Context: an optimization exercise on an open-source flow, tuned for small area, a short achievable clock period and few clock cycles. The choices shown serve that exercise and are no tape-out recipe.
In this exercise RTL edits were held to simulation tests only and were not proved equivalent to the original.
Power and IR drop assume default switching activity.

<file path="flow/run.sh">
#!/bin/bash
# The standard layout (standard.sh: the standard flow's synthesis and ORFS steps, unchanged
# settings from config.mk), with two differences in how it sizes cells:
#  - the port buffers are buf_4 cells instead of the delay-cell buffer
#    buffer_ports picks by default;
#  - the resizer may swap a cell for one of another footprint
#    (MATCH_CELL_FOOTPRINT=0), so those buffers and the logic can be resized.
# ORFS writes each step's full log under orfs/logs/; make's own output goes to
# standard.log here.
set -euo pipefail
cd "$(dirname "$0")/.."
bash standard.sh MATCH_CELL_FOOTPRINT=0 \
    "BUFFER_PORTS_ARGS=-buffer_cell sky130_fd_sc_hd__buf_4" finish > standard.log 2>&1
</file>
<file path="standard.sh">
#!/bin/bash
# synth_recipe.tcl (not shown) runs the flow's synth.tcl, then flattens the netlist and writes it again
# the make line also repeats each setting of config.mk as NAME=value (left out here)
make -C /OpenROAD-flow-scripts/flow DESIGN_CONFIG=/design/flow/config.mk WORK_HOME=/design/flow/orfs CLKGATE_MAP_FILE= SYNTH_SCRIPT=/design/flow/synth_recipe.tcl "${@:-finish}"
</file>
<file path="config.mk">
export PLATFORM = sky130hd
export DESIGN_NAME = cgfc
export DESIGN_NICKNAME = cgfc
export VERILOG_FILES = /design/flow/design.v
export SDC_FILE = /design/flow/constraint.sdc
export NUM_CORES = 4
export LEC_CHECK = 0
export CAP_MARGIN = 20
export CELL_PAD_IN_SITES_DETAIL_PLACEMENT = 1
export CELL_PAD_IN_SITES_GLOBAL_PLACEMENT = 1
export CORE_MARGIN = 2
export CORE_UTILIZATION = 45
export PLACE_DENSITY = 0.6
export SETUP_SLACK_MARGIN = 4
export SLEW_MARGIN = 20
export TNS_END_PERCENT = 5
</file>
<file path="constraint.sdc">
create_clock -name core_clock -period 10.0 [get_ports {clk}]
set_input_delay 2.0000 -clock core_clock [delete_from_list [all_inputs] [get_ports {clk}]]
set_output_delay 2.0000 -clock core_clock [all_outputs]
set_load 0.01 [all_outputs]
</file>
<file path="design.v">
module cgfc #(
    parameter RAM_SIZE = 256,
    parameter AW       = 8           
) (
    input             clk,
    input             rst,           
    input             req,
    input             we,
    input      [16:0] addr,
    input      [1:0]  size,
    input      [31:0] wdata,
    output            ack,
    output     [31:0] rdata,
    output            berr
);
    localparam [7:0] C_OK        = 8'h00, C_ENC_BYTE  = 8'h01, C_ENC_END  = 8'h02,
                     C_DEC_START = 8'h03, C_DEC_DATA  = 8'h04, C_DEC_CMPL = 8'h05,
                     E_ILLEGAL   = 8'h80, E_CONFIG    = 8'h81, E_BOUNDS   = 8'h82,
                     E_CRC       = 8'h83, E_MALFORMED = 8'h84, E_OVERFLOW = 8'h85,
                     E_OVF_END   = 8'h86;
    localparam [1:0] ENC_DONE = 2'd0, ENC_CODE = 2'd1, ENC_DATA = 2'd2, ENC_TERM = 2'd3;
    localparam [1:0] DEC_IDLE = 2'd0, DEC_BLOCK = 2'd1, DEC_PBLOCK = 2'd2;
    localparam [3:0] S_IDLE  = 4'd0,   
                     S_DONE  = 4'd1,   
                     S_CRC   = 4'd2,   
                     S_SCAN  = 4'd3,   
                     S_BDATA = 4'd4,   
                     S_BTAIL = 4'd5,   
                     S_VDATA = 4'd6,   
                     S_VCRC  = 4'd7,   
                     S_WORD  = 4'd8,   
                     S_RD    = 4'd9,   
                     S_WAIT  = 4'd10;  
    reg [7:0]  st_code;
    reg        st_err;
    reg        st_fvalid;
    reg [2:0]  cfg_w;
    reg [7:0]  cfg_n;
    reg [31:0] arg0, arg1, arg2, arg3;
    reg [15:0] crc_acc;
    reg [1:0]  enc_st;
    reg [7:0]  enc_blk;
    reg        enc_zero;
    reg [AW:0] enc_ptr, enc_rem;
    reg [7:0]  enc_out;
    reg [1:0]  dec_st;
    reg [7:0]  dec_cnt;
    reg        dec_ovf;
    reg [AW:0] dec_base, dec_cap, dec_len;
    reg [AW:0] frm_len;
    reg [15:0] frm_crc, frm_resp, frm_wval;
    reg [31:0] frm_sval;
    reg [3:0]  state;
    reg [AW:0] ptr;         
    reg [AW:0] cnt;         
    reg [15:0] acc;         
    reg        first;       
    reg        ptr_off4;    
    reg        cflag;       
    reg        btail;       
    reg        bs1;         
    reg [AW:0] flen;        
    reg [AW:0] k;           
    reg        bs_done;     
    reg [15:0] resp;        
    reg        woob;        
    reg [3:0]  rd_sel;      
    function [15:0] crc_step(input [15:0] a, input [7:0] b);
        integer i;
        reg [15:0] c;
        begin
            c = a ^ {b, 8'h00};
            for (i = 0; i < 8; i = i + 1)
                c = c[15] ? ({c[14:0], 1'b0} ^ 16'h1021) : {c[14:0], 1'b0};
            crc_step = c;
        end
    endfunction
    wire        idle     = state == S_IDLE;
    wire        ram_win  = addr[16];
    wire        reg_ok   = !ram_win && size == 2'd2 && addr[1:0] == 2'b00;
    wire        ram_ok   = ram_win && size == 2'd0;
    wire        ram_in   = ram_win && addr[15:AW] == 0;
    wire        is_cmd   = reg_ok && we && addr[15:2] == 14'd0;
    wire [7:0]  op   = wdata[31:24];
    wire [7:0]  fl   = wdata[23:16];
    wire [7:0]  rsv  = wdata[15:8];
    wire [7:0]  imm  = wdata[7:0];
    wire        z_f  = fl == 8'h00;
    wire        z_f1 = fl[7:1] == 7'h00;
    wire        z_r  = rsv == 8'h00;
    wire        z_i  = imm == 8'h00;
    wire op_multi = op == 8'h12 || op == 8'h40 || op == 8'h41 || op == 8'h42 ||
                    op == 8'h48 || op == 8'h49 || op == 8'h4A || op == 8'h50 ||
                    (op == 8'h21 && ((enc_st == ENC_CODE && !bs_done) || pw_en));
    reg  [2:0]    pf_v;     
    reg  [AW-1:0] pf_a;     
    reg  [23:0]   pf_d;
    wire pf_hit   = ram_win && size == 2'd0 && !we && addr[15:AW] == 0 &&
                    addr[AW-1:0] == pf_a && pf_v[0];
    wire two_cyc  = (ram_ok && !we && !pf_hit) || (is_cmd && op_multi);
    function [10:0] dl2_of(input [7:0] n, input [2:0] w);
        reg [10:0] n1;
        begin
            n1 = {3'd0, n} + 11'd1;
            case (w)
                3'd2:    dl2_of = {n1[9:0], 1'b0};
                3'd3:    dl2_of = n1 + {n1[9:0], 1'b0};
                default: dl2_of = {n1[8:0], 2'b00};
            endcase
        end
    endfunction
    reg  [10:0] dl2;         
    reg         span_oob;    
    reg  [5:0]  oobf;        
    reg         cfg_dirty;   
    wire        w_ok  = cfg_w == 3'd2 || cfg_w == 3'd3 || cfg_w == 3'd4;
    wire [10:0] w11   = {8'd0, cfg_w};
    wire [10:0] dl0   = w11;                                
    wire [10:0] dl1   = {w11[9:0], 1'b0};                   
    wire        a0big = arg0[31:AW+1] != 0;                 
    wire [11:0] a0    = {3'd0, arg0[AW:0]};
    wire        wr_reg = idle && req && reg_ok && we;
    wire        wr_cfg = wr_reg && addr[15:0] == 16'h0008;
    wire        wr_a0  = wr_reg && addr[15:0] == 16'h0010;
    wire        wr_a1  = wr_reg && addr[15:0] == 16'h0014;
    wire        do_soft   = idle && req && is_cmd && wdata == 32'h01000000;
    function [5:0] oob_of(input [31:0] a, input [2:0] w, input [10:0] d);
        reg        big;
        reg [11:0] an, wn, e0, e1, e2;
        begin
            big = a[31:AW+1] != 0;
            an  = {3'd0, a[AW:0]};
            wn  = {9'd0, w};
            e0  = an + wn;
            e1  = an + {wn[10:0], 1'b0};
            e2  = an + {1'b0, d};
            oob_of = {big || e2 + wn > RAM_SIZE, big || e1 + wn > RAM_SIZE,
                      big || e0 + wn > RAM_SIZE, big || e2 > RAM_SIZE,
                      big || e1 > RAM_SIZE, big || e0 > RAM_SIZE};
        end
    endfunction
    function span_of(input [31:0] a, input [31:0] b);
        reg [11:0] sum;
        begin
            sum     = {3'd0, a[AW:0]} + {3'd0, b[AW:0]};
            span_of = a[31:AW+1] != 0 || b[31:AW+1] != 0 || sum > RAM_SIZE;
        end
    endfunction
    wire [10:0] dl2_w = dl2_of(wdata[15:8], wdata[2:0]);
    always @(posedge clk) begin
        if (rst || do_soft) begin
            dl2      <= 11'd0;
            span_oob <= 1'b0;
            oobf     <= 6'b000000;
        end else begin
            if (wr_cfg) dl2 <= dl2_w;
            if (wr_a0)  span_oob <= span_of(wdata, arg1);
            if (wr_a1)  span_oob <= span_of(arg0, wdata);
            oobf <= wr_a0 ? oob_of(wdata, cfg_w, dl2) : oob_of(arg0, cfg_w, dl2);
        end
        cfg_dirty <= !rst && !do_soft && wr_cfg;
    end
    wire oob0a = oobf[0], oob1a = oobf[1], oob2a = oobf[2];
    wire oob0b = oobf[3], oob1b = oobf[4], oob2b = oobf[5];
    wire [1:0]  shp   = op[1:0];
    wire [10:0] dl_s  = (shp == 2'd0) ? dl0 : (shp == 2'd1) ? dl1 : dl2;
    wire        tail_s = fl[0] || shp == 2'd2;
    wire        oob_a = (shp == 2'd0) ? oob0a : (shp == 2'd1) ? oob1a : oob2a;
    wire        oob_b = (shp == 2'd0) ? oob0b : (shp == 2'd1) ? oob1b : oob2b;
    wire        b_oob = tail_s ? oob_b : oob_a;
    wire        v_oob = oob_b;
    wire [10:0] b_len = dl_s + (tail_s ? w11 : 11'd0);
    wire [10:0] v_len = dl_s + w11;
    wire [10:0] jw    = (cfg_w == 3'd2) ? {2'b00, imm, 1'b0} :
                        (cfg_w == 3'd3) ? ({3'b000, imm} + {2'b00, imm, 1'b0}) :
                                          {1'b0, imm, 2'b00};
    wire [11:0] wbeg  = a0 + {1'b0, jw};
    wire [11:0] wend  = wbeg + {1'b0, w11};
    wire [AW:0] enc_m = (enc_rem > 254) ? 9'd254 : enc_rem;
    function [4*(AW-2)-1:0] rows_of(input [AW-1:0] a);
        integer b;
        begin
            for (b = 0; b < 4; b = b + 1)
                rows_of[(AW-2)*b +: (AW-2)] = a[AW-1:2] + ((b < a[1:0]) ? 1'b1 : 1'b0);
        end
    endfunction
    reg  [4*(AW-2)-1:0] prow;
    wire [AW-1:0] rp = ptr[AW-1:0];
    wire [31:0]   bdv;      
    wire [3:0]    bmask;
    wire          host_w;
    wire          dec_w;
    wire          bld_w;
    wire [3:0]    pw_bank;
    wire          pw_en = |pw_bank;
    wire [AW-1:0] dec_wa;
    wire [7:0]    dec_byte;
    wire [31:0] bank_q;
    genvar gb;
    generate
        for (gb = 0; gb < 4; gb = gb + 1) begin : bank
            reg  [7:0]    mem [0:(RAM_SIZE/4)-1];
            wire [1:0]    bi  = gb;
            wire [1:0]    wl  = bi - rp[1:0];                
            wire          we_b = host_w ? addr[1:0] == bi :
                                 dec_w  ? dec_wa[1:0] == bi : bld_w && bmask[wl];
            wire [AW-3:0] wr  = host_w ? addr[AW-1:2] :
                                dec_w  ? dec_wa[AW-1:2] : prow[(AW-2)*gb +: (AW-2)];
            wire [7:0]    wd  = host_w ? wdata[7:0] : dec_w ? dec_byte : bdv[8*wl +: 8];
            reg           pwe;
            reg  [AW-3:0] pwr;
            reg  [7:0]    pwd;
            always @(posedge clk) begin
                pwe <= !rst && we_b;
                pwr <= wr;
                pwd <= wd;
                if (pwe) mem[pwr] <= pwd;
            end
            assign pw_bank[gb] = pwe;
            assign bank_q[8*gb +: 8] = mem[prow[(AW-2)*gb +: (AW-2)]];
        end
    endgenerate
    wire [63:0] bq2 = {bank_q, bank_q};
    wire [31:0] win = bq2[8*rp[1:0] +: 32];
    wire [7:0]  r0 = win[7:0], r1 = win[15:8], r2 = win[23:16], r3 = win[31:24];
    wire [2:0]  nb    = (cnt > 4) ? 3'd4 : cnt[2:0];        
    wire        last4 = cnt <= 4;
    reg  [7:0] bb0, bb1, bb2, bb3;
    always @* begin
        bb0 = 8'h00; bb1 = 8'h00; bb2 = 8'h00; bb3 = 8'h00;
        if (first) begin
            bb0 = arg2[15:8];
            bb1 = arg2[7:0];
            if (bs1 && cfg_w == 3'd2) begin bb2 = arg3[15:8]; bb3 = arg3[7:0]; end
            if (bs1 && cfg_w == 3'd3) bb3 = arg3[15:8];
        end else if (bs1 && ptr_off4) begin
            if (cfg_w == 3'd3) bb0 = arg3[7:0];
            if (cfg_w == 3'd4) begin bb0 = arg3[15:8]; bb1 = arg3[7:0]; end
        end
    end
    wire        cb    = state == S_BDATA;
    wire [7:0]  c0 = cb ? bb0 : r0, c1 = cb ? bb1 : r1, c2 = cb ? bb2 : r2, c3 = cb ? bb3 : r3;
    wire [15:0] k1 = crc_step(acc, c0);
    wire [15:0] k2 = crc_step(k1, c1);
    wire [15:0] k3 = crc_step(k2, c2);
    wire [15:0] k4 = crc_step(k3, c3);
    wire [15:0] acc_n = (nb == 3'd1) ? k1 : (nb == 3'd2) ? k2 : (nb == 3'd3) ? k3 :
                        (nb == 3'd4) ? k4 : acc;
    wire [AW:0] sk = k;
    wire [AW:0] sm = enc_m;
    wire [AW:0] sk1 = sk + 9'd1, sk2 = sk + 9'd2, sk3 = sk + 9'd3, sk4 = sk + 9'd4;
    wire l0 = sk == sm, l1 = sk1 == sm, l2 = sk2 == sm, l3 = sk3 == sm;    
    wire h0 = l0 || r0 == 8'h00;
    wire h1 = l1 || r1 == 8'h00;
    wire h2 = l2 || r2 == 8'h00;
    wire h3 = l3 || r3 == 8'h00;
    wire s0 = h0, s1 = !h0 && h1, s2 = !h0 && !h1 && h2, s3 = !h0 && !h1 && !h2 && h3;
    wire        shit = h0 || h1 || h2 || h3;
    wire [AW:0] skk  = ({AW+1{s0}} & sk) | ({AW+1{s1}} & sk1) |
                       ({AW+1{s2}} & sk2) | ({AW+1{s3}} & sk3);
    wire        bsr     = idle && bs_done;
    wire [AW:0] res_k   = bsr ? k : skk;
    wire [AW:0] res_k1  = bsr ? sk1 : (({AW+1{s0}} & sk1) | ({AW+1{s1}} & sk2) |
                                       ({AW+1{s2}} & sk3) | ({AW+1{s3}} & sk4));
    wire        res_lim = bsr ? l0 : ((s0 && l0) || (s1 && l1) || (s2 && l2) || (s3 && l3));
    wire        res_ab  = (k == 0) && (bsr || s0);           
    reg [31:0] reg_rd;
    always @* begin
        reg_rd = 32'd0;
        if (addr[15:7] == 9'd0)
            case (addr[6:2])
                5'h01: reg_rd = {22'd0, st_fvalid, st_err, st_code};
                5'h02: reg_rd = {16'd0, cfg_n, 5'd0, cfg_w};
                5'h04: reg_rd = arg0;
                5'h05: reg_rd = arg1;
                5'h06: reg_rd = arg2;
                5'h07: reg_rd = arg3;
                5'h08: reg_rd = {16'd0, crc_acc};
                5'h0C: reg_rd = {15'd0, enc_zero, enc_blk, 6'd0, enc_st};
                5'h0D: reg_rd = {{(31-AW){1'b0}}, enc_ptr};
                5'h0E: reg_rd = {{(31-AW){1'b0}}, enc_rem};
                5'h0F: reg_rd = {24'd0, enc_out};
                5'h10: reg_rd = {15'd0, dec_ovf, dec_cnt, 6'd0, dec_st};
                5'h11: reg_rd = {{(31-AW){1'b0}}, dec_base};
                5'h12: reg_rd = {{(31-AW){1'b0}}, dec_cap};
                5'h13: reg_rd = {{(31-AW){1'b0}}, dec_len};
                5'h14: reg_rd = {{(31-AW){1'b0}}, frm_len};
                5'h15: reg_rd = {16'd0, frm_crc};
                5'h16: reg_rd = {16'd0, frm_resp};
                5'h17: reg_rd = {16'd0, frm_wval};
                5'h18: reg_rd = frm_sval;
                default: reg_rd = 32'd0;
            endcase
    end
    wire fin_pred = (state == S_DONE) || (state == S_RD) || (state == S_BTAIL) || (state == S_VCRC) ||
                    (state == S_WORD) || (state == S_CRC && last4) ||
                    (state == S_BDATA && last4 && !btail);
    assign ack   = req && (idle ? !two_cyc : fin_pred);
    wire   idle_n = rst || (idle ? !(req && two_cyc) : (fin_pred || state == S_WAIT));
    wire   bs_keep = idle && !pw_en &&
                     !(req && is_cmd && (op == 8'h01 || op == 8'h20 || op == 8'h21));
    wire   bs_adv  = bs_keep && enc_st == ENC_CODE && !bs_done;
    assign berr  = !(reg_ok || ram_ok);
    wire [7:0] ram_rd = ({8{rd_sel[0]}} & bank_q[7:0])   | ({8{rd_sel[1]}} & bank_q[15:8]) |
                        ({8{rd_sel[2]}} & bank_q[23:16]) | ({8{rd_sel[3]}} & bank_q[31:24]);
    assign rdata = {24'd0, ram_rd | (pf_hit ? pf_d[7:0] : 8'h00)} | (reg_ok ? reg_rd : 32'd0);
    assign dec_wa = dec_base[AW-1:0] + dec_len[AW-1:0];
    wire          dec_room = !dec_ovf && dec_len < dec_cap;
    wire          cmd_dec = idle && req && is_cmd && op == 8'h31 && z_f && z_r;
    wire dec_emit_lit = dec_st != DEC_IDLE && dec_cnt != 8'd0 && imm != 8'h00;
    wire dec_emit_zero = dec_st == DEC_BLOCK && dec_cnt == 8'd0 && imm != 8'h00;
    wire [3:0] lanes_n = (nb == 3'd1) ? 4'b0001 : (nb == 3'd2) ? 4'b0011 :
                         (nb == 3'd3) ? 4'b0111 : (nb == 3'd4) ? 4'b1111 : 4'b0000;
    wire [3:0] lanes_w = (cfg_w == 3'd2) ? 4'b0011 : (cfg_w == 3'd3) ? 4'b0111 : 4'b1111;
    wire [15:0] t_word = cflag ? acc : 16'h0000;
    assign host_w   = idle && req && ram_ok && ram_in && we;
    assign dec_w    = cmd_dec && (dec_emit_lit || dec_emit_zero) && dec_room;
    assign dec_byte = dec_emit_lit ? imm : 8'h00;
    assign bld_w    = state == S_BDATA || state == S_BTAIL;
    assign bmask    = (state == S_BDATA) ? lanes_n : lanes_w;
    assign bdv      = (state == S_BDATA) ? {bb3, bb2, bb1, bb0} : {16'h0000, t_word[7:0], t_word[15:8]};
    reg [7:0] code;    
    reg       fin;     
    reg [3:0]  state_n;
    reg [AW:0] ptr_n, encp_n, encp_i;
    always @(posedge clk) begin
        state_n = state;
        ptr_n   = ptr;
        encp_n  = enc_ptr;
        encp_i  = enc_ptr;
        fin  = 1'b0;
        code = C_OK;
        if (rst) begin
            state_n     = S_IDLE;
            st_code   <= C_OK;  st_err  <= 1'b0; st_fvalid <= 1'b0;
            cfg_w     <= 3'd0;  cfg_n   <= 8'd0;
            arg0      <= 32'd0; arg1    <= 32'd0; arg2 <= 32'd0; arg3 <= 32'd0;
            crc_acc   <= 16'hFFFF;
            enc_st    <= ENC_DONE; enc_blk <= 8'd0; enc_zero <= 1'b0;
            encp_n   = 0; enc_rem <= 0; enc_out <= 8'd0;
            dec_st    <= DEC_IDLE; dec_cnt <= 8'd0; dec_ovf <= 1'b0;
            dec_base  <= 0; dec_cap <= 0; dec_len <= 0;
            frm_len   <= 0; frm_crc <= 16'd0; frm_resp <= 16'd0; frm_wval <= 16'd0;
            frm_sval  <= 32'd0;
            ptr_n = 0; cnt <= 0; acc <= 16'd0; first <= 1'b0; ptr_off4 <= 1'b0;
            cflag <= 1'b0; btail <= 1'b0; bs1 <= 1'b0; flen <= 0;
            rd_sel <= 4'b0000; pf_v <= 3'b000; pf_a <= 0; pf_d <= 24'd0; k <= 0; bs_done <= 1'b0; resp <= 16'd0; woob <= 1'b0;
        end else begin
            case (state)
            S_IDLE: if (req) begin
                if (ram_ok && !we && pf_hit) begin
                end else if (ram_ok && !we) begin
                    ptr_n   = {1'b0, addr[AW-1:0]};
                    rd_sel <= ram_in ? (4'b0001 << addr[1:0]) : 4'b0000;
                    state_n = S_RD;
                end else if (reg_ok && we && !is_cmd) begin
                    case (addr[15:0])
                        16'h0008: begin cfg_w <= wdata[2:0]; cfg_n <= wdata[15:8]; end
                        16'h0010: arg0 <= wdata;
                        16'h0014: arg1 <= wdata;
                        16'h0018: arg2 <= wdata;
                        16'h001C: arg3 <= wdata;
                        16'h0020: crc_acc <= wdata[15:0];
                        default: ;
                    endcase
                end else if (is_cmd) begin
                    fin = 1'b1;
                    if (op_multi) state_n = S_DONE;
                    case (op)
                        8'h21:   ptr_n = ptr + 9'd4;
                        8'h50:   ptr_n = wbeg[AW:0];
                        default: ptr_n = arg0[AW:0];
                    endcase
                    case (op)
                    8'h00: if (!(z_f && z_r && z_i)) code = E_ILLEGAL;
                    8'h01: if (z_f && z_r && z_i) begin                 
                        st_err <= 1'b0; st_fvalid <= 1'b0;
                        cfg_w <= 3'd0; cfg_n <= 8'd0;
                        arg0 <= 32'd0; arg1 <= 32'd0; arg2 <= 32'd0; arg3 <= 32'd0;
                        crc_acc <= 16'hFFFF;
                        enc_st <= ENC_DONE; enc_blk <= 8'd0; enc_zero <= 1'b0;
                        encp_n = 0; enc_rem <= 0; enc_out <= 8'd0;
                        dec_st <= DEC_IDLE; dec_cnt <= 8'd0; dec_ovf <= 1'b0;
                        dec_base <= 0; dec_cap <= 0; dec_len <= 0;
                        frm_len <= 0; frm_crc <= 16'd0; frm_resp <= 16'd0;
                        frm_wval <= 16'd0; frm_sval <= 32'd0;
                    end else code = E_ILLEGAL;
                    8'h02: if (z_f && z_r && z_i) st_err <= 1'b0;    
                           else code = E_ILLEGAL;
                    8'h10: if (z_f && z_r && z_i) crc_acc <= 16'hFFFF;
                           else code = E_ILLEGAL;
                    8'h11: if (z_f && z_r) crc_acc <= crc_step(crc_acc, imm);
                           else code = E_ILLEGAL;
                    8'h12: if (z_f1 && z_r && z_i) begin                 
                        if (span_oob) code = E_BOUNDS;
                        else begin
                            fin   = 1'b0;
                            acc   <= fl[0] ? 16'hFFFF : crc_acc;
                            cnt   <= arg1[AW:0];
                            state_n = S_CRC;
                        end
                    end else code = E_ILLEGAL;
                    8'h20: if (z_f && z_r && z_i) begin                  
                        if (span_oob) code = E_BOUNDS;
                        else begin
                            encp_n = arg0[AW:0]; enc_rem <= arg1[AW:0];
                            enc_st <= ENC_CODE; enc_blk <= 8'd0; enc_zero <= 1'b0;
                        end
                    end else code = E_ILLEGAL;
                    8'h21: if (pw_en) begin                              
                        fin     = 1'b0;
                        state_n = S_WAIT;
                    end else if (z_f && z_r && z_i) begin
                        case (enc_st)
                        ENC_DONE: code = C_ENC_END;
                        ENC_TERM: begin
                            code = C_ENC_BYTE; enc_out <= 8'h00; enc_st <= ENC_DONE;
                        end
                        ENC_CODE: begin
                            code = C_ENC_BYTE;
                            if (!bs_done && !shit) begin
                                fin     = 1'b0;
                                k       <= k + 9'd4;
                                state_n = S_SCAN;
                            end
                        end
                        default: begin                                  
                            code = C_ENC_BYTE;
                            enc_out <= r0;
                            enc_blk <= enc_blk - 8'd1;
                            if (enc_blk == 8'd1) begin                  
                                enc_blk <= 8'd0;
                                if (enc_zero) begin
                                    encp_n = enc_ptr + 9'd2; enc_rem <= enc_rem - 9'd2;
                                    enc_zero <= 1'b0; enc_st <= ENC_CODE;
                                end else begin
                                    encp_n = enc_ptr + 1'b1; enc_rem <= enc_rem - 1'b1;
                                    enc_st <= (enc_rem == 1) ? ENC_TERM : ENC_CODE;
                                end
                            end else begin
                                encp_n = enc_ptr + 1'b1; enc_rem <= enc_rem - 1'b1;
                            end
                        end
                        endcase
                    end else code = E_ILLEGAL;
                    8'h30: if (z_f && z_r && z_i) begin                  
                        if (span_oob) code = E_BOUNDS;
                        else begin
                            dec_base <= arg0[AW:0]; dec_cap <= arg1[AW:0];
                            dec_st <= DEC_IDLE; dec_cnt <= 8'd0; dec_ovf <= 1'b0;
                            dec_len <= 0;
                        end
                    end else code = E_ILLEGAL;
                    8'h31: if (z_f && z_r) begin                         
                        if (dec_st == DEC_IDLE) begin
                            if (imm != 8'h00) begin                     
                                dec_len <= 0; dec_ovf <= 1'b0;
                                dec_st  <= (imm == 8'hFF) ? DEC_PBLOCK : DEC_BLOCK;
                                dec_cnt <= (imm == 8'hFF) ? 8'd254 : imm - 8'd1;
                                code = C_DEC_START;
                            end
                        end else if (dec_cnt == 8'd0) begin
                            if (imm == 8'h00) begin                     
                                dec_st <= DEC_IDLE; dec_cnt <= 8'd0;
                                if (dec_ovf) begin
                                    code = E_OVF_END; dec_len <= 0; dec_ovf <= 1'b0;
                                end else code = C_DEC_CMPL;
                            end else begin                              
                                dec_st  <= (imm == 8'hFF) ? DEC_PBLOCK : DEC_BLOCK;
                                dec_cnt <= (imm == 8'hFF) ? 8'd254 : imm - 8'd1;
                                if (dec_st == DEC_BLOCK) begin          
                                    if (dec_room) begin
                                        dec_len <= dec_len + 1'b1;
                                        code = C_DEC_DATA;
                                    end else begin
                                        dec_ovf <= 1'b1; code = E_OVERFLOW;
                                    end
                                end
                            end
                        end else begin
                            if (imm == 8'h00) begin                     
                                dec_st <= DEC_IDLE; dec_cnt <= 8'd0;
                                dec_len <= 0; dec_ovf <= 1'b0;
                                code = E_MALFORMED;
                            end else begin                              
                                dec_cnt <= dec_cnt - 8'd1;
                                if (dec_room) begin
                                    dec_len <= dec_len + 1'b1;
                                    code = C_DEC_DATA;
                                end else begin
                                    dec_ovf <= 1'b1; code = E_OVERFLOW;
                                end
                            end
                        end
                    end else code = E_ILLEGAL;
                    8'h40, 8'h41, 8'h42, 8'h48, 8'h49, 8'h4A: if (cfg_dirty) begin
                        fin     = 1'b0;                                  
                        state_n = S_WAIT;
                    end else if (op[3] == 1'b0) begin
                      if (z_f1 && z_r && z_i) begin                      
                        if (!w_ok) code = E_CONFIG;
                        else if (b_oob) code = E_BOUNDS;
                        else begin
                            fin      = 1'b0;
                            bs1      <= shp == 2'd1;
                            cflag    <= fl[0];
                            btail    <= tail_s;
                            flen     <= b_len[AW:0];
                            acc      <= 16'hFFFF;
                            cnt      <= dl_s[AW:0];
                            first    <= 1'b1;
                            ptr_off4 <= 1'b0;
                            state_n    = S_BDATA;
                        end
                    end else code = E_ILLEGAL;
                    end else begin
                      if (z_f && z_r && z_i) begin                       
                        if (!w_ok || v_oob) begin
                            code = w_ok ? E_BOUNDS : E_CONFIG;
                            st_fvalid <= 1'b0; frm_resp <= 16'd0;
                        end else begin
                            fin   = 1'b0;
                            flen  <= v_len[AW:0];
                            acc   <= 16'hFFFF;
                            cnt   <= dl_s[AW:0];
                            first <= 1'b1;
                            state_n = S_VDATA;
                        end
                      end else code = E_ILLEGAL;
                    end
                    8'h50: if (z_f && z_r) begin                         
                        if (!w_ok) code = E_CONFIG;
                        else begin
                            fin   = 1'b0;
                            woob  <= a0big || wend > RAM_SIZE;
                            state_n = S_WORD;
                        end
                    end else code = E_ILLEGAL;
                    default: code = E_ILLEGAL;
                    endcase
                end
            end
            S_DONE: state_n = S_IDLE;
            S_RD: begin
                rd_sel  <= 4'b0000;
                pf_v    <= (rd_sel != 4'b0000) ? 3'b111 : 3'b000;
                pf_a    <= ptr[AW-1:0] + 1'b1;
                pf_d    <= {r3, r2, r1};
                state_n = S_IDLE;
            end
            S_WAIT: state_n = S_IDLE;
            S_CRC: begin
                acc <= acc_n;
                ptr_n = ptr + 9'd4;
                cnt <= cnt - {6'd0, nb};
                if (last4) begin
                    crc_acc <= acc_n;
                    fin   = 1'b1;
                    state_n = S_IDLE;
                end
            end
            S_SCAN: begin
                if (shit) begin
                    fin   = 1'b1;
                    code  = C_ENC_BYTE;
                    state_n = S_DONE;
                end else begin
                    k     <= k + 9'd4;
                end
                ptr_n = ptr + 9'd4;         
            end
            S_BDATA: begin
                acc      <= acc_n;
                ptr_n      = ptr + {6'd0, nb};
                cnt      <= cnt - {6'd0, nb};
                first    <= 1'b0;
                ptr_off4 <= first;
                if (last4) begin
                    frm_crc <= acc_n;
                    if (btail) state_n = S_BTAIL;
                    else begin
                        frm_len <= flen;
                        fin   = 1'b1;
                        state_n = S_IDLE;
                    end
                end
            end
            S_BTAIL: begin
                frm_len <= flen;
                fin   = 1'b1;
                state_n = S_IDLE;
            end
            S_VDATA: begin
                acc   <= acc_n;
                if (first) resp <= {r0, r1};
                first <= 1'b0;
                ptr_n   = ptr + {6'd0, nb};
                cnt   <= cnt - {6'd0, nb};
                if (last4) state_n = S_VCRC;
            end
            S_VCRC: begin
                fin = 1'b1;
                frm_crc <= acc;
                frm_len <= flen;
                if ({r0, r1} == acc) begin
                    frm_resp  <= resp;
                    st_fvalid <= 1'b1;
                end else begin
                    frm_resp  <= 16'd0;
                    st_fvalid <= 1'b0;
                    code = E_CRC;
                end
                state_n = S_IDLE;
            end
            S_WORD: begin
                fin = 1'b1;
                if (woob) code = E_BOUNDS;
                else begin
                    frm_wval <= {r0, r1};
                    case (cfg_w)
                        3'd2:    frm_sval <= {{16{r0[7]}}, r0, r1};
                        3'd3:    frm_sval <= {{8{r0[7]}}, r0, r1, r2};
                        default: frm_sval <= {r0, r1, r2, r3};
                    endcase
                end
                state_n = S_IDLE;
            end
            default: state_n = S_IDLE;
            endcase
            encp_i = encp_n;
            if (idle && req && is_cmd && op == 8'h21 && z_f && z_r && z_i &&
                enc_st == ENC_CODE && bs_done && !pw_en && k == 0 && k != sm)
                encp_i = enc_ptr + 1'b1;
            if ((idle && req && is_cmd && op == 8'h21 && z_f && z_r && z_i && !pw_en &&
                 enc_st == ENC_CODE && (bs_done || shit)) || (state == S_SCAN && shit)) begin
                enc_out  <= res_k1[7:0];
                enc_blk  <= res_k[7:0];
                enc_zero <= !res_lim && !res_ab;
                if (res_ab) begin                                      
                    if (!res_lim) begin
                        encp_n = enc_ptr + 1'b1; enc_rem <= enc_rem - 1'b1;
                        enc_st <= ENC_CODE;
                    end else begin
                        enc_st <= (enc_rem == 0) ? ENC_TERM : ENC_CODE;
                    end
                end else begin
                    enc_st <= ENC_DATA;
                end
            end
            if (fin) begin
                st_code <= code;
                if (code[7]) st_err <= 1'b1;
            end
            if (idle && req && we) pf_v <= 3'b000;
            else if (idle && req && pf_hit) begin
                pf_v <= {1'b0, pf_v[2:1]};
                pf_a <= pf_a + 1'b1;
                pf_d <= {8'h00, pf_d[23:8]};
            end
            if (idle_n) begin
                if (!bs_keep) begin
                    k       <= 0;
                    bs_done <= 1'b0;
                end else if (enc_st == ENC_CODE && !bs_done) begin
                    if (shit) begin
                        k       <= skk;
                        bs_done <= 1'b1;
                    end else begin
                        k       <= k + 9'd4;
                    end
                end
            end
        end
        if (rst) ptr_n = 0;
        else if (idle_n) ptr_n = bs_adv ? ptr + 9'd4 : encp_i;
        state   <= state_n;
        enc_ptr <= encp_n;
        ptr     <= ptr_n;
        prow    <= rows_of(ptr_n[AW-1:0]);
    end
endmodule
</file>
==> impl_metrics.tcl, run 1 <==
set metrics [dict create \
    result_of_the_run "complete, no violations" \
    grt_first_pass_wirelength_mm 698 \
    worst_path_most_repeated_cell "sky130_fd_sc_hd__buf_6" \
    number_of_global_route_vias_before_repair 89100 \
    unrepaired_setup_endpoints_after_global_routing "true" \
    routed_wirelength_mm 502 \
    power.switching_fraction 0.229 \
    hold_startpoint "arg2[28]" \
    worst_ir_drop_vdd_uv 195 \
    finalClockSkew_ns 0.0621 \
    most_frequent_cells_in_the_layout "sky130_fd_sc_hd__edfxtp_1, sky130_fd_sc_hd__nor2_1, sky130_fd_sc_hd__nand2_1" \
    p_comb_frac 0.056 \
    rrSetupSlack_ns 3.84 \
    hold_viol_final 0 \
    min_delay_path_depth 2 \
    detail-route-antenna-nets 0 \
    path_max_fanout 8 \
    setup-violations-final 0 \
    timing.critical_path.slowest_stage_cell "sky130_fd_sc_hd__a222oi_1" \
    iteration_0_drc_markers 10800 \
    most_used_dff_post_synth "sky130_fd_sc_hd__edfxtp_1" \
    die_ar_um2 275000 \
    synthesis.yosys.warnings 1 \
    number_of_vias_after_detailed_routing 90100 \
    timing.final.crit_share 0.633 \
    clockPowerShare 0.453 \
    path_clk_slew_ns 0.06 \
    mappedNetlistNets 9841 \
    internal_power_w 0.0180 \
    type_of_the_setup_path_with_the_least_slack "in2out" \
    clock_tree_from_tritoncts "built" \
    critPathMaxStageDelay_ns 0.68 \
    buffers_and_inverters_on_the_worst_path 5 \
    mostFrequentLayoutCell "sky130_fd_sc_hd__edfxtp_1" \
    floorplan.die.width_um 524 \
    slew_margin_rel 0.158 \
    peak_clock_frequency_supported_by_timing_ghz 0.158 \
    io_pins 89 \
    cap_viol_max_count 0 \
    synth_enable_flop_cells 2048 \
    placed_cell_area_um2 126000 \
    r2r_cells 18 \
    rr_endpoint "frm_crc[5]" \
    fin_crit_ns 6.33 \
    gp_congestion 0.990 \
    syn-instance-count 9609 \
    syn_area_per_cell_um2 12.7 \
    global_route.usage.total 0.358 \
    drc_violation_count_after_routing 0 \
    p_per_area_nw_per_um2 165 \
    totalNegativeSetupSlack_ns 0 \
    die_h_um 524 \
    worst_setup_path_end_kind "primary output" \
    crit_path_cell_count 11 \
    post_route_cells_drive_above_1_share 0.190 \
    global_route.overflow_total 0 \
    hold_class "reg2reg" \
    rr_startpoint "prow[13]" \
    synth-async-reset-ratio 0 \
    starting_density_of_the_core 0.453 \
    worstPathArrival_ns 4.33 \
    cts_bufs_inserted 288 \
    core_area_um2 268000 \
    power.sequential.fraction 0.491 \
    synth_cell_type_count 119 \
    synth_seq_cells 2586 \
    max_slew.worst_pin.slew_ns 1.26 \
    clk-insertion-delay-late_ns 0.93 \
    place_inst 12900 \
    start_kind "primary input" \
    switchingPower_w 0.00534 \
    avgViaCountPerCell 6.57 \
    post_synth_instance_area_um2 122000 \
    synth_seq_area_share 0.594 \
    placement.io_buffers 88 \
    largest_buffer_count_on_any_clock_path 4 \
    grt_max_degree 78 \
    nNetsFinal 10100 \
    ctsHtreeMaxLevel 5 \
    whs_endpoint "arg2[28]" \
    rows 190 \
    finalMaxSlewViolations 0 \
    antenna_found_initial 34 \
    final_design_area_no_fill_um2 141000 \
    ctsRootBufferMaster "sky130_fd_sc_hd__clkbuf_16" \
    critPathTopFamily "compound AO/OA/AOI/OAI gates" \
    fin_worst_hold_slack_ns 0.457 \
    cts_sinks 2586 \
    place_hpwl_mm 340 \
    detail_route.wl_per_cell_um 36.7 \
    cp_data_required_time_ns 8.00 \
    finalNonFillerCells 13700 \
    timing.critical_path.cells "buf_16 -> clkinvlp_4 -> or3_4 -> nor2_1 -> buf_6 -> buf_6 -> a222oi_1 -> a21oi_4 -> a221oi_2 -> nand3_2 -> buf_6" \
    layout-area-overhead-vs-synth_pct 15.9 \
    cellLeakagePower_nw 46.9 \
    drtPass1Iterations 6 \
]
[synthesized netlist by cell type, drive strengths merged, types with 21 or more instances]
cell / number / share of area
xor2: 105 / 0.0078
nor4: 56 / 0.0029
buf: 189 / 0.012
a21o: 59 / 0.0036
and2: 43 / 0.0022
or3: 37 / 0.0019
nand3b: 25 / 0.0015
o22ai: 84 / 0.0043
a31oi: 65 / 0.0036
xnor3: 21 / 0.0039
o211ai: 55 / 0.0034
o31ai: 39 / 0.0024
nand3: 290 / 0.012
edfxtp: 2048 / 0.51
dfxtp: 538 / 0.089
ha: 156 / 0.016
o21bai: 22 / 0.0014
a222oi: 40 / 0.0033
and3: 55 / 0.0028
a211oi: 88 / 0.0056
nand4: 60 / 0.0031
xnor2: 208 / 0.016
mux2: 49 / 0.0045
a22o: 69 / 0.0050
mux4: 361 / 0.067
o221ai: 42 / 0.0030
clkbuf: 449 / 0.014
fa: 21 / 0.0035
nor2: 978 / 0.030
nor2b: 97 / 0.0050
o21ai: 330 / 0.014
nand2: 772 / 0.024
nor3: 177 / 0.0073
nand2b: 74 / 0.0038
mux2i: 500 / 0.041
inv: 116 / 0.0036
a22oi: 252 / 0.016
a221oi: 81 / 0.0059
a21oi: 662 / 0.027
[cell families (layout without fill, tap and decap cells)]
group,after synthesis,after routing,synth area share
AOI/OAI and AO/OA,2095,2096,0.113
xor gates and xnor gates,342,342,0.0295
adders and majority gates,177,177,0.0195
buffers and inverters,761,1291,0.0297
DFF,2586,2586,0.594
muxes,910,910,0.113
other,1,10,0.0000308
and+or+nand+nor,2737,2738,0.101
[metrics by stage]
step | setup slack (ns) | utilization | total power, W
finish | 3.67 | 0.525 | 0.0233
global route | 3.71 | 0.525 | 0.0238
CTS | 3.63 | 0.518 | 0.0233
detailed placement | 1.65 | 0.471 | 0.0128
global placement | 0.938 | 0.471 | 0.0128
floorplan | 3.87 | - | 0.0124
[registers in the layout (all words and copies together) (netlist names), 24 cells and up]
register and cells:
bank.pwd 32, arg3 32, bank.pwr 24, arg1 32, prow 24, pf_d 24
arg2 32, bank.mem 2048, arg0 32, frm_sval 32
[worst max path at each step]
stage	start	endpoint	slack [ns]
after floorplan	wdata[26]	prow[10]	3.87
after global placement	wdata[5]	prow[10]	0.94
after detailed placement	addr[13]	prow[10]	1.65
after CTS	addr[5]	rdata[2]	3.63
after global routing	addr[5]	rdata[0]	3.71
final	addr[6]	rdata[7]	3.67
[final cells by class]
type,count,area [um^2]
well taps,3552,4440
inverters,123,507
repair buffers,649,6370
multi-input cells,6264,48100
diodes,9,22.5
clock buffers,366,7700
clock inverters,153,1530
flip-flops and latches,2586,72400
fillers,26600,127000
[power by group through the flow]
| stage | sequential (W) | combinational [W] | clock, W |
|---|---|---|---|
| 2_1_floorplan | 0.0117 | 0.000746 | 0 |
| 3_3_place_gp | 0.0117 | 0.00108 | 0 |
| 3_5_place_dp | 0.0117 | 0.00108 | 0 |
| 4_1_cts | 0.0114 | 0.00121 | 0.0107 |
| 5_1_grt | 0.0114 | 0.00135 | 0.0110 |
| 6_report | 0.0114 | 0.00130 | 0.0106 |
[what timing repair did]
action	in CTS	in global routing
gates cloned	15	7
setup endpoints to repair	219	190
hold buffers	0	0
pin swaps	63	76
resized for setup	327	217
buffers inserted	156	77
[metal layers]
layer | track usage | part of all wire
met4 | 0.163 | 0.053
met2 | 0.547 | 0.45
met3 | 0.0648 | 0.085
met5 | 0 | 0.00042
met1 | 0.500 | 0.42
[tightest hold or removal path: stages (launching register included)]
cell                      delay, ns
sky130_fd_sc_hd__dfxtp_1       0.31
sky130_fd_sc_hd__nand2_1       0.05
sky130_fd_sc_hd__a21oi_1       0.05
Testbench counts, summed over its fixed seeds: cycles 39,514.
==> run 2: changes to the inputs <==
--- a/design.v
+++ b/design.v
@@ -60,8 +60,6 @@
     reg        btail;       
     reg        bs1;         
-    reg [AW:0] flen;        
     reg [AW:0] k;           
     reg        bs_done;     
-    reg [15:0] resp;        
     reg        woob;        
     reg [3:0]  rd_sel;      
@@ -344,6 +342,6 @@
             frm_sval  <= 32'd0;
             ptr_n = 0; cnt <= 0; acc <= 16'd0; first <= 1'b0; ptr_off4 <= 1'b0;
-            cflag <= 1'b0; btail <= 1'b0; bs1 <= 1'b0; flen <= 0;
-            rd_sel <= 4'b0000; pf_v <= 3'b000; pf_a <= 0; pf_d <= 24'd0; k <= 0; bs_done <= 1'b0; resp <= 16'd0; woob <= 1'b0;
+            cflag <= 1'b0; btail <= 1'b0; bs1 <= 1'b0;
+            rd_sel <= 4'b0000; pf_v <= 3'b000; pf_a <= 0; pf_d <= 24'd0; k <= 0; bs_done <= 1'b0; woob <= 1'b0;
         end else begin
             case (state)
@@ -506,5 +504,5 @@
                             cflag    <= fl[0];
                             btail    <= tail_s;
-                            flen     <= b_len[AW:0];
+                            frm_len  <= b_len[AW:0];    
                             acc      <= 16'hFFFF;
                             cnt      <= dl_s[AW:0];
@@ -521,5 +519,5 @@
                         end else begin
                             fin   = 1'b0;
-                            flen  <= v_len[AW:0];
+                            frm_len <= v_len[AW:0];
                             acc   <= 16'hFFFF;
                             cnt   <= dl_s[AW:0];
@@ -580,5 +578,4 @@
                     if (btail) state_n = S_BTAIL;
                     else begin
-                        frm_len <= flen;
                         fin   = 1'b1;
                         state_n = S_IDLE;
@@ -587,5 +584,4 @@
             end
             S_BTAIL: begin
-                frm_len <= flen;
                 fin   = 1'b1;
                 state_n = S_IDLE;
@@ -593,5 +589,5 @@
             S_VDATA: begin
                 acc   <= acc_n;
-                if (first) resp <= {r0, r1};
+                if (first) frm_resp <= {r0, r1};   
                 first <= 1'b0;
                 ptr_n   = ptr + {6'd0, nb};
@@ -602,7 +598,5 @@
                 fin = 1'b1;
                 frm_crc <= acc;
-                frm_len <= flen;
                 if ({r0, r1} == acc) begin
-                    frm_resp  <= resp;
                     st_fvalid <= 1'b1;
                 end else begin
==> flow/run.sh (replaced) <==
#!/bin/bash
# The standard layout (standard.sh: the standard flow's synthesis and ORFS steps, with
# the settings of config.mk), with three differences in how it places and
# sizes cells:
#  - the port buffers are buf_4 cells instead of the delay-cell buffer
#    buffer_ports picks by default;
#  - the resizer may swap a cell for one of another footprint
#    (MATCH_CELL_FOOTPRINT=0), so those buffers and the logic can be resized;
#  - the pin placer puts all ports on the bottom edge of the die, so that the
#    host interface logic sits close to its pins.
# ORFS writes each step's full log under orfs/logs/; make's own output goes to
# standard.log here.
set -euo pipefail
cd "$(dirname "$0")/.."
bash standard.sh MATCH_CELL_FOOTPRINT=0 \
    "BUFFER_PORTS_ARGS=-buffer_cell sky130_fd_sc_hd__buf_4" \
    "PLACE_PINS_ARGS=-exclude left:* -exclude right:* -exclude top:*" \
    finish > standard.log 2>&1
==> run 2 against run 1 <==
  * Critical path type unchanged
  * Highest routed layer unchanged
  * Register-to-register slack worse by 0.50 ns
  * Total power up 68%
  * Sequential share of layout area up 0.29 points
  * Fmax down 9.8%
  * Area after synthesis down 0.90%
  * Clock power about the same
  * Combinational power rose to 13 times the previous value
  * Setup slack worse by 0.68 ns
  * Sequential cell count down 25
  * Synthesized cell count down 0.27%
  * Die area down 0.89%
  * Clock skew down 0.0051 ns
==> impl_metrics.tcl, run 2 <==
set metrics [dict create \
    result_of_the_run "complete, no violations" \
    nNetsFinal 10100 \
    synthesis.yosys.warnings 1 \
    global_route.usage.total 0.354 \
    r2r_cells 20 \
    ctsHtreeMaxLevel 5 \
    synth_seq_area_share 0.595 \
    clk-insertion-delay-late_ns 0.92 \
    worstPathArrival_ns 5.02 \
    fin_crit_ns 7.02 \
    finalClockSkew_ns 0.0569 \
    number_of_vias_after_detailed_routing 88700 \
    hold_startpoint "frm_resp[2]" \
    start_kind "primary input" \
    post-synth-top-count-cell "sky130_fd_sc_hd__edfxtp_1" \
    slew_margin_rel 0.159 \
    place_hpwl_mm 338 \
    cap_viol_max_count 0 \
    global_route.overflow_total 0 \
    setup-violations-final 0 \
    globalRoute.busiestLayer "met2" \
    detail-route-antenna-nets 0 \
    floorplan.die.width_um 522 \
    cts_sinks 2561 \
    worst_setup_path_end_kind "primary output" \
    drtPass1Iterations 6 \
    routed_wirelength_mm 493 \
    placement.io_buffers 88 \
    grtUsageMet2 0.552 \
    detail_route.wl_per_cell_um 36.1 \
    peak_clock_frequency_supported_by_timing_ghz 0.143 \
    largest_register_ffs 2048 \
    totalNegativeSetupSlack_ns 0 \
    finalMaxSlewViolations 0 \
    timing.final.crit_share 0.702 \
    iteration_0_drc_markers 10400 \
    syn-instance-count 9583 \
    multi_input_comb_area_um2 47500 \
    avgViaCountPerCell 6.49 \
    synth_enable_flop_cells 2048 \
    most_frequent_cells_after_synthesis "sky130_fd_sc_hd__edfxtp_1, sky130_fd_sc_hd__nor2_1, sky130_fd_sc_hd__nand2_1, sky130_fd_sc_hd__a21oi_1, sky130_fd_sc_hd__dfxtp_1" \
    synth.top_cells.by_area "sky130_fd_sc_hd__edfxtp_1, sky130_fd_sc_hd__dfxtp_1, sky130_fd_sc_hd__mux4_2" \
    path_max_fanout 9 \
    mappedNetlistNets 9813 \
    gp_congestion 0.992 \
    synth_seq_cells 2561 \
    worst_ir_drop_vdd_uv 1130 \
    starting_density_of_the_core 0.451 \
    whs_endpoint "frm_resp[2]" \
    antenna_found_initial 31 \
    rr_endpoint "frm_resp[4]" \
    grt_first_pass_wirelength_mm 688 \
    type_of_the_setup_path_with_the_least_slack "in2out" \
    most_frequent_cells_in_the_layout "sky130_fd_sc_hd__edfxtp_1, sky130_fd_sc_hd__nor2_1, sky130_fd_sc_hd__nand2_1" \
    max_slew.worst_pin.slew_ns 1.26 \
    grtUsageMet3 0.0573 \
    filler_cell_count 26600 \
    finalNonFillerCells 13700 \
    die_ar_um2 272000 \
    p_per_area_nw_per_um2 282 \
    die_h_um 522 \
    unrepaired_setup_endpoints_after_global_routing "true" \
    hold_viol_final 0 \
    rr_startpoint "prow[5]" \
    cts_bufs_inserted 285 \
    core_area_um2 267000 \
    syn_area_per_cell_um2 12.6 \
    number_of_global_route_vias_before_repair 88000 \
    grt_util_met1 0.488 \
    io_pins 89 \
    drc_violation_count_after_routing 0 \
    cell_accounting_for_the_most_synthesized_area "sky130_fd_sc_hd__edfxtp_1" \
    rrSetupSlack_ns 3.34 \
    synth_cell_type_count 115 \
    most_used_dff_post_synth "sky130_fd_sc_hd__edfxtp_1" \
    cp_data_required_time_ns 8.00 \
    mostFrequentLayoutCell "sky130_fd_sc_hd__edfxtp_1" \
    synth_largest_type_area_fraction 0.510 \
    grt_max_degree 65 \
    synth-async-reset-ratio 0 \
    layout-area-overhead-vs-synth_pct 15.5 \
    min_delay_path_depth 2 \
    cellLeakagePower_nw 44.0 \
    largest_buffer_count_on_any_clock_path 4 \
    rows 190 \
    final-seq-area_um2 71900 \
    path_clk_slew_ns 0.05 \
    post_route_cells_drive_above_1_share 0.186 \
    hold_class "reg2reg" \
    post_synth_instance_area_um2 121000 \
    top_register "bank.mem" \
    place_inst 12900 \
    clock_tree_from_tritoncts "built" \
    ctsRootBufferMaster "sky130_fd_sc_hd__clkbuf_16" \
]
[run 2: cell types whose count changed after synthesis, moves of 17 or more]
cell                       before   now
sky130_fd_sc_hd__o21ai_0      306   323
sky130_fd_sc_hd__nor2_1       978  1127
sky130_fd_sc_hd__clkbuf_1     447   428
sky130_fd_sc_hd__o31ai_1       38    15
sky130_fd_sc_hd__a22oi_1      251   270
sky130_fd_sc_hd__nand3_1      289   198
sky130_fd_sc_hd__dfxtp_1      538   513
sky130_fd_sc_hd__mux4_2       361   336
sky130_fd_sc_hd__or3_1         37    58
sky130_fd_sc_hd__nand2_1      772   694
[run 2: through the flow]
step	setup WS, ns	hold WS [ns]	utilization	power (W)	instance area [um^2]
global route	3.14	0.476	0.521	0.0404	139000
floorplan	3.91	0.432	-	0.0221	121000
global placement	0.319	0.441	0.469	0.0262	125000
finish	2.98	0.461	0.521	0.0392	139000
detailed placement	1.23	0.450	0.470	0.0263	126000
CTS	3.10	0.458	0.512	0.0373	137000
[run 2: critical path, stage by stage]
cell	delay [ns]
sky130_fd_sc_hd__buf_12	0.14
sky130_fd_sc_hd__inv_2	0.09
sky130_fd_sc_hd__nand2_4	0.09
sky130_fd_sc_hd__or2_4	0.15
sky130_fd_sc_hd__nor2_4	0.05
sky130_fd_sc_hd__a22oi_2	0.31
sky130_fd_sc_hd__nand3_1	0.14
sky130_fd_sc_hd__nor2_2	0.22
sky130_fd_sc_hd__o21ai_2	0.12
sky130_fd_sc_hd__a222oi_1	0.69
sky130_fd_sc_hd__o211ai_1	0.63
sky130_fd_sc_hd__buf_4	0.36
[run 2: final cells by class]
class / count / share of cell area
Sequential cell: 2561 / 0.516
Multi-Input combinational cell: 6278 / 0.341
Clock buffer: 356 / 0.0551
Timing Repair Buffer: 619 / 0.0415
Tap cell: 3552 / 0.0319
Clock inverter: 159 / 0.0104
Inverter: 131 / 0.00389
Antenna cell: 9 / 0.000162
Timing Repair inverter: 1 / 0.0000539
[run 2: metal layers]
metal,routed length (um),part of all wire
met4,25500,0.052
met2,226000,0.46
met3,37600,0.076
met1,204000,0.41
met5,96,0.00019
[run 2: kinds of logic (layout without fill, tap and decap cells)]
logic type | count (synthesis) | after routing | synth area share
and+or+nand+nor | 2754 | 2755 | 0.103
DFF | 2561 | 2561 | 0.595
AOI/OAI and AO/OA | 2106 | 2107 | 0.115
muxes | 902 | 902 | 0.111
buffers and inverters | 746 | 1266 | 0.0283
xor gates and xnor gates | 338 | 338 | 0.0284
adders and majority gates | 175 | 175 | 0.0193
other | 1 | 10 | 0.0000311
[run 2: power by group]
part           internal, W  total (W)  switching (W)
sequential          0.0117     0.0120       0.000297
clock              0.00596     0.0105        0.00449
combinational      0.00761     0.0168        0.00922
total               0.0252     0.0392         0.0140
[run 2: worst max path at each step]
stage,from,to,slack (ns),cells past startpoint
3_5_place_dp,wdata[6],prow[16],1.23,21
3_3_place_gp,wdata[25],prow[8],0.32,17
2_1_floorplan,addr[5],rdata[5],3.91,11
6_report,addr[5],rdata[6],2.98,12
5_1_grt,addr[5],rdata[6],3.14,12
4_1_cts,addr[16],rdata[6],3.10,9
[run 2: timing repair]
action	4_1_cts	5_1_grt
hold endpoints to repair	0	0
gates cloned	7	5
setup endpoints to repair	179	181
pin swaps	38	70
gates resized for setup	241	209
buffers inserted	84	137
hold buffers	0	0
Testbench counts of run 2, summed over its fixed seeds: cycles 39,514.
==> run 3: changes to the inputs <==
--- a/design.v
+++ b/design.v
@@ -60,6 +60,8 @@
     reg        btail;       
     reg        bs1;         
+    reg [AW:0] flen;        
     reg [AW:0] k;           
     reg        bs_done;     
+    reg [15:0] resp;        
     reg        woob;        
     reg [3:0]  rd_sel;      
@@ -91,10 +93,5 @@
                     op == 8'h48 || op == 8'h49 || op == 8'h4A || op == 8'h50 ||
                     (op == 8'h21 && ((enc_st == ENC_CODE && !bs_done) || pw_en));
-    reg  [2:0]    pf_v;     
-    reg  [AW-1:0] pf_a;     
-    reg  [23:0]   pf_d;
-    wire pf_hit   = ram_win && size == 2'd0 && !we && addr[15:AW] == 0 &&
-                    addr[AW-1:0] == pf_a && pf_v[0];
-    wire two_cyc  = (ram_ok && !we && !pf_hit) || (is_cmd && op_multi);
+    wire two_cyc  = (ram_ok && !we) || (is_cmd && op_multi);
     function [10:0] dl2_of(input [7:0] n, input [2:0] w);
         reg [10:0] n1;
@@ -170,8 +167,14 @@
     wire [10:0] b_len = dl_s + (tail_s ? w11 : 11'd0);
     wire [10:0] v_len = dl_s + w11;
-    wire [10:0] jw    = (cfg_w == 3'd2) ? {2'b00, imm, 1'b0} :
-                        (cfg_w == 3'd3) ? ({3'b000, imm} + {2'b00, imm, 1'b0}) :
-                                          {1'b0, imm, 2'b00};
-    wire [11:0] wbeg  = a0 + {1'b0, jw};
+    wire [11:0] jA    = (cfg_w == 3'd4) ? {2'b00, imm, 2'b00} : {3'b000, imm, 1'b0};
+    wire [11:0] jB    = (cfg_w == 3'd3) ? {4'd0, imm} : 12'd0;
+    wire [11:0] wbeg  = a0 + jA + jB;
+    wire [11:0] wbeg4 = (a0 + 12'd4) + jA + jB;
+    reg  [4*(AW-2)-1:0] wrows;
+    integer wb;
+    always @* begin
+        for (wb = 0; wb < 4; wb = wb + 1)
+            wrows[(AW-2)*wb +: (AW-2)] = (wb < wbeg[1:0]) ? wbeg4[AW-1:2] : wbeg[AW-1:2];
+    end
     wire [11:0] wend  = wbeg + {1'b0, w11};
     wire [AW:0] enc_m = (enc_rem > 254) ? 9'd254 : enc_rem;
@@ -263,32 +266,27 @@
     wire        res_lim = bsr ? l0 : ((s0 && l0) || (s1 && l1) || (s2 && l2) || (s3 && l3));
     wire        res_ab  = (k == 0) && (bsr || s0);           
-    reg [31:0] reg_rd;
-    always @* begin
-        reg_rd = 32'd0;
-        if (addr[15:7] == 9'd0)
-            case (addr[6:2])
-                5'h01: reg_rd = {22'd0, st_fvalid, st_err, st_code};
-                5'h02: reg_rd = {16'd0, cfg_n, 5'd0, cfg_w};
-                5'h04: reg_rd = arg0;
-                5'h05: reg_rd = arg1;
-                5'h06: reg_rd = arg2;
-                5'h07: reg_rd = arg3;
-                5'h08: reg_rd = {16'd0, crc_acc};
-                5'h0C: reg_rd = {15'd0, enc_zero, enc_blk, 6'd0, enc_st};
-                5'h0D: reg_rd = {{(31-AW){1'b0}}, enc_ptr};
-                5'h0E: reg_rd = {{(31-AW){1'b0}}, enc_rem};
-                5'h0F: reg_rd = {24'd0, enc_out};
-                5'h10: reg_rd = {15'd0, dec_ovf, dec_cnt, 6'd0, dec_st};
-                5'h11: reg_rd = {{(31-AW){1'b0}}, dec_base};
-                5'h12: reg_rd = {{(31-AW){1'b0}}, dec_cap};
-                5'h13: reg_rd = {{(31-AW){1'b0}}, dec_len};
-                5'h14: reg_rd = {{(31-AW){1'b0}}, frm_len};
-                5'h15: reg_rd = {16'd0, frm_crc};
-                5'h16: reg_rd = {16'd0, frm_resp};
-                5'h17: reg_rd = {16'd0, frm_wval};
-                5'h18: reg_rd = frm_sval;
-                default: reg_rd = 32'd0;
-            endcase
-    end
+    wire [31:0] rsel = 32'd1 << addr[6:2];
+    wire [31:0] reg_mux =
+        ({32{rsel[5'h01]}} & {22'd0, st_fvalid, st_err, st_code}) |
+        ({32{rsel[5'h02]}} & {16'd0, cfg_n, 5'd0, cfg_w}) |
+        ({32{rsel[5'h04]}} & arg0) |
+        ({32{rsel[5'h05]}} & arg1) |
+        ({32{rsel[5'h06]}} & arg2) |
+        ({32{rsel[5'h07]}} & arg3) |
+        ({32{rsel[5'h08]}} & {16'd0, crc_acc}) |
+        ({32{rsel[5'h0C]}} & {15'd0, enc_zero, enc_blk, 6'd0, enc_st}) |
+        ({32{rsel[5'h0D]}} & {{(31-AW){1'b0}}, enc_ptr}) |
+        ({32{rsel[5'h0E]}} & {{(31-AW){1'b0}}, enc_rem}) |
+        ({32{rsel[5'h0F]}} & {24'd0, enc_out}) |
+        ({32{rsel[5'h10]}} & {15'd0, dec_ovf, dec_cnt, 6'd0, dec_st}) |
+        ({32{rsel[5'h11]}} & {{(31-AW){1'b0}}, dec_base}) |
+        ({32{rsel[5'h12]}} & {{(31-AW){1'b0}}, dec_cap}) |
+        ({32{rsel[5'h13]}} & {{(31-AW){1'b0}}, dec_len}) |
+        ({32{rsel[5'h14]}} & {{(31-AW){1'b0}}, frm_len}) |
+        ({32{rsel[5'h15]}} & {16'd0, frm_crc}) |
+        ({32{rsel[5'h16]}} & {16'd0, frm_resp}) |
+        ({32{rsel[5'h17]}} & {16'd0, frm_wval}) |
+        ({32{rsel[5'h18]}} & frm_sval);
+    wire        reg_rd_ok = reg_ok && addr[15:7] == 9'd0;
     wire fin_pred = (state == S_DONE) || (state == S_RD) || (state == S_BTAIL) || (state == S_VCRC) ||
                     (state == S_WORD) || (state == S_CRC && last4) ||
@@ -302,5 +300,5 @@
     wire [7:0] ram_rd = ({8{rd_sel[0]}} & bank_q[7:0])   | ({8{rd_sel[1]}} & bank_q[15:8]) |
                         ({8{rd_sel[2]}} & bank_q[23:16]) | ({8{rd_sel[3]}} & bank_q[31:24]);
-    assign rdata = {24'd0, ram_rd | (pf_hit ? pf_d[7:0] : 8'h00)} | (reg_ok ? reg_rd : 32'd0);
+    assign rdata = {24'd0, ram_rd} | ({32{reg_rd_ok}} & reg_mux);
     assign dec_wa = dec_base[AW-1:0] + dec_len[AW-1:0];
     wire          dec_room = !dec_ovf && dec_len < dec_cap;
@@ -342,11 +340,10 @@
             frm_sval  <= 32'd0;
             ptr_n = 0; cnt <= 0; acc <= 16'd0; first <= 1'b0; ptr_off4 <= 1'b0;
-            cflag <= 1'b0; btail <= 1'b0; bs1 <= 1'b0;
-            rd_sel <= 4'b0000; pf_v <= 3'b000; pf_a <= 0; pf_d <= 24'd0; k <= 0; bs_done <= 1'b0; woob <= 1'b0;
+            cflag <= 1'b0; btail <= 1'b0; bs1 <= 1'b0; flen <= 0;
+            rd_sel <= 4'b0000; k <= 0; bs_done <= 1'b0; resp <= 16'd0; woob <= 1'b0;
         end else begin
             case (state)
             S_IDLE: if (req) begin
-                if (ram_ok && !we && pf_hit) begin
-                end else if (ram_ok && !we) begin
+                if (ram_ok && !we) begin
                     ptr_n   = {1'b0, addr[AW-1:0]};
                     rd_sel <= ram_in ? (4'b0001 << addr[1:0]) : 4'b0000;
@@ -504,5 +501,5 @@
                             cflag    <= fl[0];
                             btail    <= tail_s;
-                            frm_len  <= b_len[AW:0];    
+                            flen     <= b_len[AW:0];
                             acc      <= 16'hFFFF;
                             cnt      <= dl_s[AW:0];
@@ -519,5 +516,5 @@
                         end else begin
                             fin   = 1'b0;
-                            frm_len <= v_len[AW:0];
+                            flen  <= v_len[AW:0];
                             acc   <= 16'hFFFF;
                             cnt   <= dl_s[AW:0];
@@ -542,7 +539,4 @@
             S_RD: begin
                 rd_sel  <= 4'b0000;
-                pf_v    <= (rd_sel != 4'b0000) ? 3'b111 : 3'b000;
-                pf_a    <= ptr[AW-1:0] + 1'b1;
-                pf_d    <= {r3, r2, r1};
                 state_n = S_IDLE;
             end
@@ -578,4 +572,5 @@
                     if (btail) state_n = S_BTAIL;
                     else begin
+                        frm_len <= flen;
                         fin   = 1'b1;
                         state_n = S_IDLE;
@@ -584,4 +579,5 @@
             end
             S_BTAIL: begin
+                frm_len <= flen;
                 fin   = 1'b1;
                 state_n = S_IDLE;
@@ -589,5 +585,5 @@
             S_VDATA: begin
                 acc   <= acc_n;
-                if (first) frm_resp <= {r0, r1};   
+                if (first) resp <= {r0, r1};
                 first <= 1'b0;
                 ptr_n   = ptr + {6'd0, nb};
@@ -598,5 +594,7 @@
                 fin = 1'b1;
                 frm_crc <= acc;
+                frm_len <= flen;
                 if ({r0, r1} == acc) begin
+                    frm_resp  <= resp;
                     st_fvalid <= 1'b1;
                 end else begin
@@ -646,10 +644,4 @@
                 if (code[7]) st_err <= 1'b1;
             end
-            if (idle && req && we) pf_v <= 3'b000;
-            else if (idle && req && pf_hit) begin
-                pf_v <= {1'b0, pf_v[2:1]};
-                pf_a <= pf_a + 1'b1;
-                pf_d <= {8'h00, pf_d[23:8]};
-            end
             if (idle_n) begin
                 if (!bs_keep) begin
@@ -671,5 +663,5 @@
         enc_ptr <= encp_n;
         ptr     <= ptr_n;
-        prow    <= rows_of(ptr_n[AW-1:0]);
+        prow    <= (!rst && idle && req && is_cmd && op == 8'h50) ? wrows : rows_of(ptr_n[AW-1:0]);
     end
 endmodule
==> flow/run.sh (replaced) <==
#!/bin/bash
# The standard layout (standard.sh: the standard flow's synthesis and ORFS steps, unchanged
# settings from config.mk), with two differences in how it sizes cells:
#  - the port buffers are buf_4 cells instead of the delay-cell buffer
#    buffer_ports picks by default;
#  - the resizer may swap a cell for one of another footprint
#    (MATCH_CELL_FOOTPRINT=0), so those buffers and the logic can be resized.
# ORFS writes each step's full log under orfs/logs/; make's own output goes to
# standard.log here.
set -euo pipefail
cd "$(dirname "$0")/.."
bash standard.sh MATCH_CELL_FOOTPRINT=0 \
    "BUFFER_PORTS_ARGS=-buffer_cell sky130_fd_sc_hd__buf_4" finish > standard.log 2>&1
--- a/config.mk
+++ b/config.mk
@@ -14,3 +14,3 @@
 export SETUP_SLACK_MARGIN = 4
 export SLEW_MARGIN = 20
-export TNS_END_PERCENT = 5
+export TNS_END_PERCENT = 100
==> run 3 against run 2 <==
  * Still clean
  * Sequential power barely moved
  * Fmax rose by 9.7%
  * Total power fell by 21%
  * Sequential cell count fell by 4
==> impl_metrics.tcl, run 3 <==
set metrics [dict create \
    cap_viol_max_count 0 \
    post_synthesis_share_of_cell_area_spent_on_and_or_nand_and_nor_gates 0.102 \
    drtPass1Iterations 9 \
    type_of_the_setup_path_with_the_least_slack "in2out" \
    nNetsFinal 9994 \
    detail_route.wl_per_cell_um 36.4 \
    result_of_the_run "complete, no violations" \
    cts_sinks 2557 \
    cp_data_required_time_ns 8.00 \
    global_route.overflow_total 0 \
    largest_buffer_count_on_any_clock_path 4 \
    floorplan.die.width_um 521 \
    final_core_utilization 0.532 \
    synth_mux_area_frac 0.116 \
    finalMaxSlewViolations 0 \
    min_delay_path_depth 2 \
    syn-instance-count 9396 \
    antenna_found_initial 20 \
    critPathMaxStageDelay_ns 0.33 \
    syn_area_per_cell_um2 12.8 \
    start_kind "primary input" \
    starting_density_of_the_core 0.453 \
    buffers_and_inverters_on_the_worst_path 3 \
    hold_startpoint "arg2[17]" \
    number_of_global_route_vias_before_repair 87200 \
    rr_startpoint "prow[13]" \
    place_hpwl_mm 329 \
    hold_class "reg2reg" \
    worst_path_most_repeated_cell "sky130_fd_sc_hd__buf_6" \
    synth_compound_gate_area_share 0.108 \
    dominant_combinational_cell_family_by_area_after_synthesis "multiplexers" \
    slew_margin_rel 0.189 \
    ctsHtreeMaxLevel 5 \
    cell_accounting_for_the_most_synthesized_area "sky130_fd_sc_hd__edfxtp_1" \
    top_register "bank.mem" \
    timing.critical_path.cells "buf_6 -> nand3b_1 -> nor2_1 -> buf_6 -> a22o_1 -> a221oi_4 -> and3_4 -> a31oi_4 -> a21oi_2 -> o211ai_1 -> buf_4" \
    unrepaired_setup_endpoints_after_global_routing "true" \
    hold_viol_final 0 \
    detail-route-antenna-nets 0 \
    die_ar_um2 272000 \
    r2r_cells 16 \
    post_route_cells_drive_above_1_share 0.211 \
    synth_enable_flop_cells 2048 \
    path_max_fanout 8 \
    timing.critical_path.slowest_stage_cell "sky130_fd_sc_hd__o211ai_1" \
    routed_wirelength_mm 492 \
    yosys.area_share.adder 0.0205 \
    ctsRootBufferMaster "sky130_fd_sc_hd__clkbuf_16" \
    post-synth-top-count-cell "sky130_fd_sc_hd__edfxtp_1" \
]
-- run 3: cells by family (layout without fill, tap and decap cells) --
logic type,Yosys count,after routing
adders and majority gates,179,179
buffers and inverters,765,1339
other,1,5
DFF,2557,2557
muxes,914,914
AOI/OAI and AO/OA,1968,1968
and+or+nand+nor,2687,2687
xor gates and xnor gates,325,325
-- run 3: final cells by class --
class / instances / area (um^2)
Clock buffer: 361 / 7750
Antenna cell: 4 / 10.0
Tap cell: 3533 / 4420
Fill cell: 26000 / 124000
Sequential cell: 2557 / 71800
Inverter: 134 / 553
Multi-Input combinational cell: 6074 / 48200
Clock inverter: 135 / 1370
Timing Repair Buffer: 709 / 7000
-- run 3: tightest hold or removal path, delay by kind of cell, from the launching register on --
kind | cells | cell delay [ns]
AO/OA/AOI/OAI | 1 | 0.05
AND/OR/NAND/NOR | 1 | 0.05
flip-flops | 1 | 0.31
-- run 3: timing repair --
action,in CTS,in global routing
hold buffers,0,0
setup buffers,199,126
hold endpoints to repair,0,0
endpoints found under the setup margin,237,144
gates cloned,12,9
pin swaps,85,95
gates resized for setup,504,222
-- run 3: how the worst max path moves through the flow --
stage             start         to  slack, ns  depth (start not counted)
2_1_floorplan   addr[1]        ack       3.99                          8
3_3_place_gp   wdata[1]   prow[13]       2.11                         16
3_5_place_dp   wdata[1]    prow[5]       2.09                         18
4_1_cts         addr[2]  rdata[11]       3.66                          8
5_1_grt         addr[5]   rdata[0]       3.65                         11
6_report        addr[4]   rdata[0]       3.60                         11
-- run 3: per-layer routing --
layer | part of all wire | global-route usage
met2 | 0.45 | 0.551
met1 | 0.41 | 0.490
met5 | 0.000081 | 0
met3 | 0.077 | 0.0529
met4 | 0.054 | 0.157
-- run 3: per-stage QoR --
step / worst slack, ns / instances / power [W] / hold slack, ns / area [um^2]
after global routing: 3.65 / 13500 / 0.0320 / 0.475 / 141000
after detailed placement: 2.09 / 12700 / 0.0192 / 0.448 / 125000
after CTS: 3.66 / 13400 / 0.0303 / 0.457 / 139000
final: 3.60 / 13500 / 0.0312 / 0.459 / 141000
after floorplan: 3.99 / 9396 / 0.0169 / 0.432 / 120000
after global placement: 2.11 / 12700 / 0.0191 / 0.442 / 125000
-- run 3: report_power, final --
part           internal (W)  switching [W]  total (W)
clock network       0.00609        0.00446     0.0105
logic               0.00414        0.00476    0.00890
registers            0.0115       0.000189     0.0117
total                0.0217        0.00941     0.0312
Testbench counts of run 3, summed over its fixed seeds: cycles 41,416.

Check on run 3: ideal ports give 3.604 ns setup slack; a clkbuf_16 on the clock port and buf_2 on the inputs give 3.543 ns; moving port delays by the midpoint clock arrival (0.999 ns) as well gives 3.226 ns.
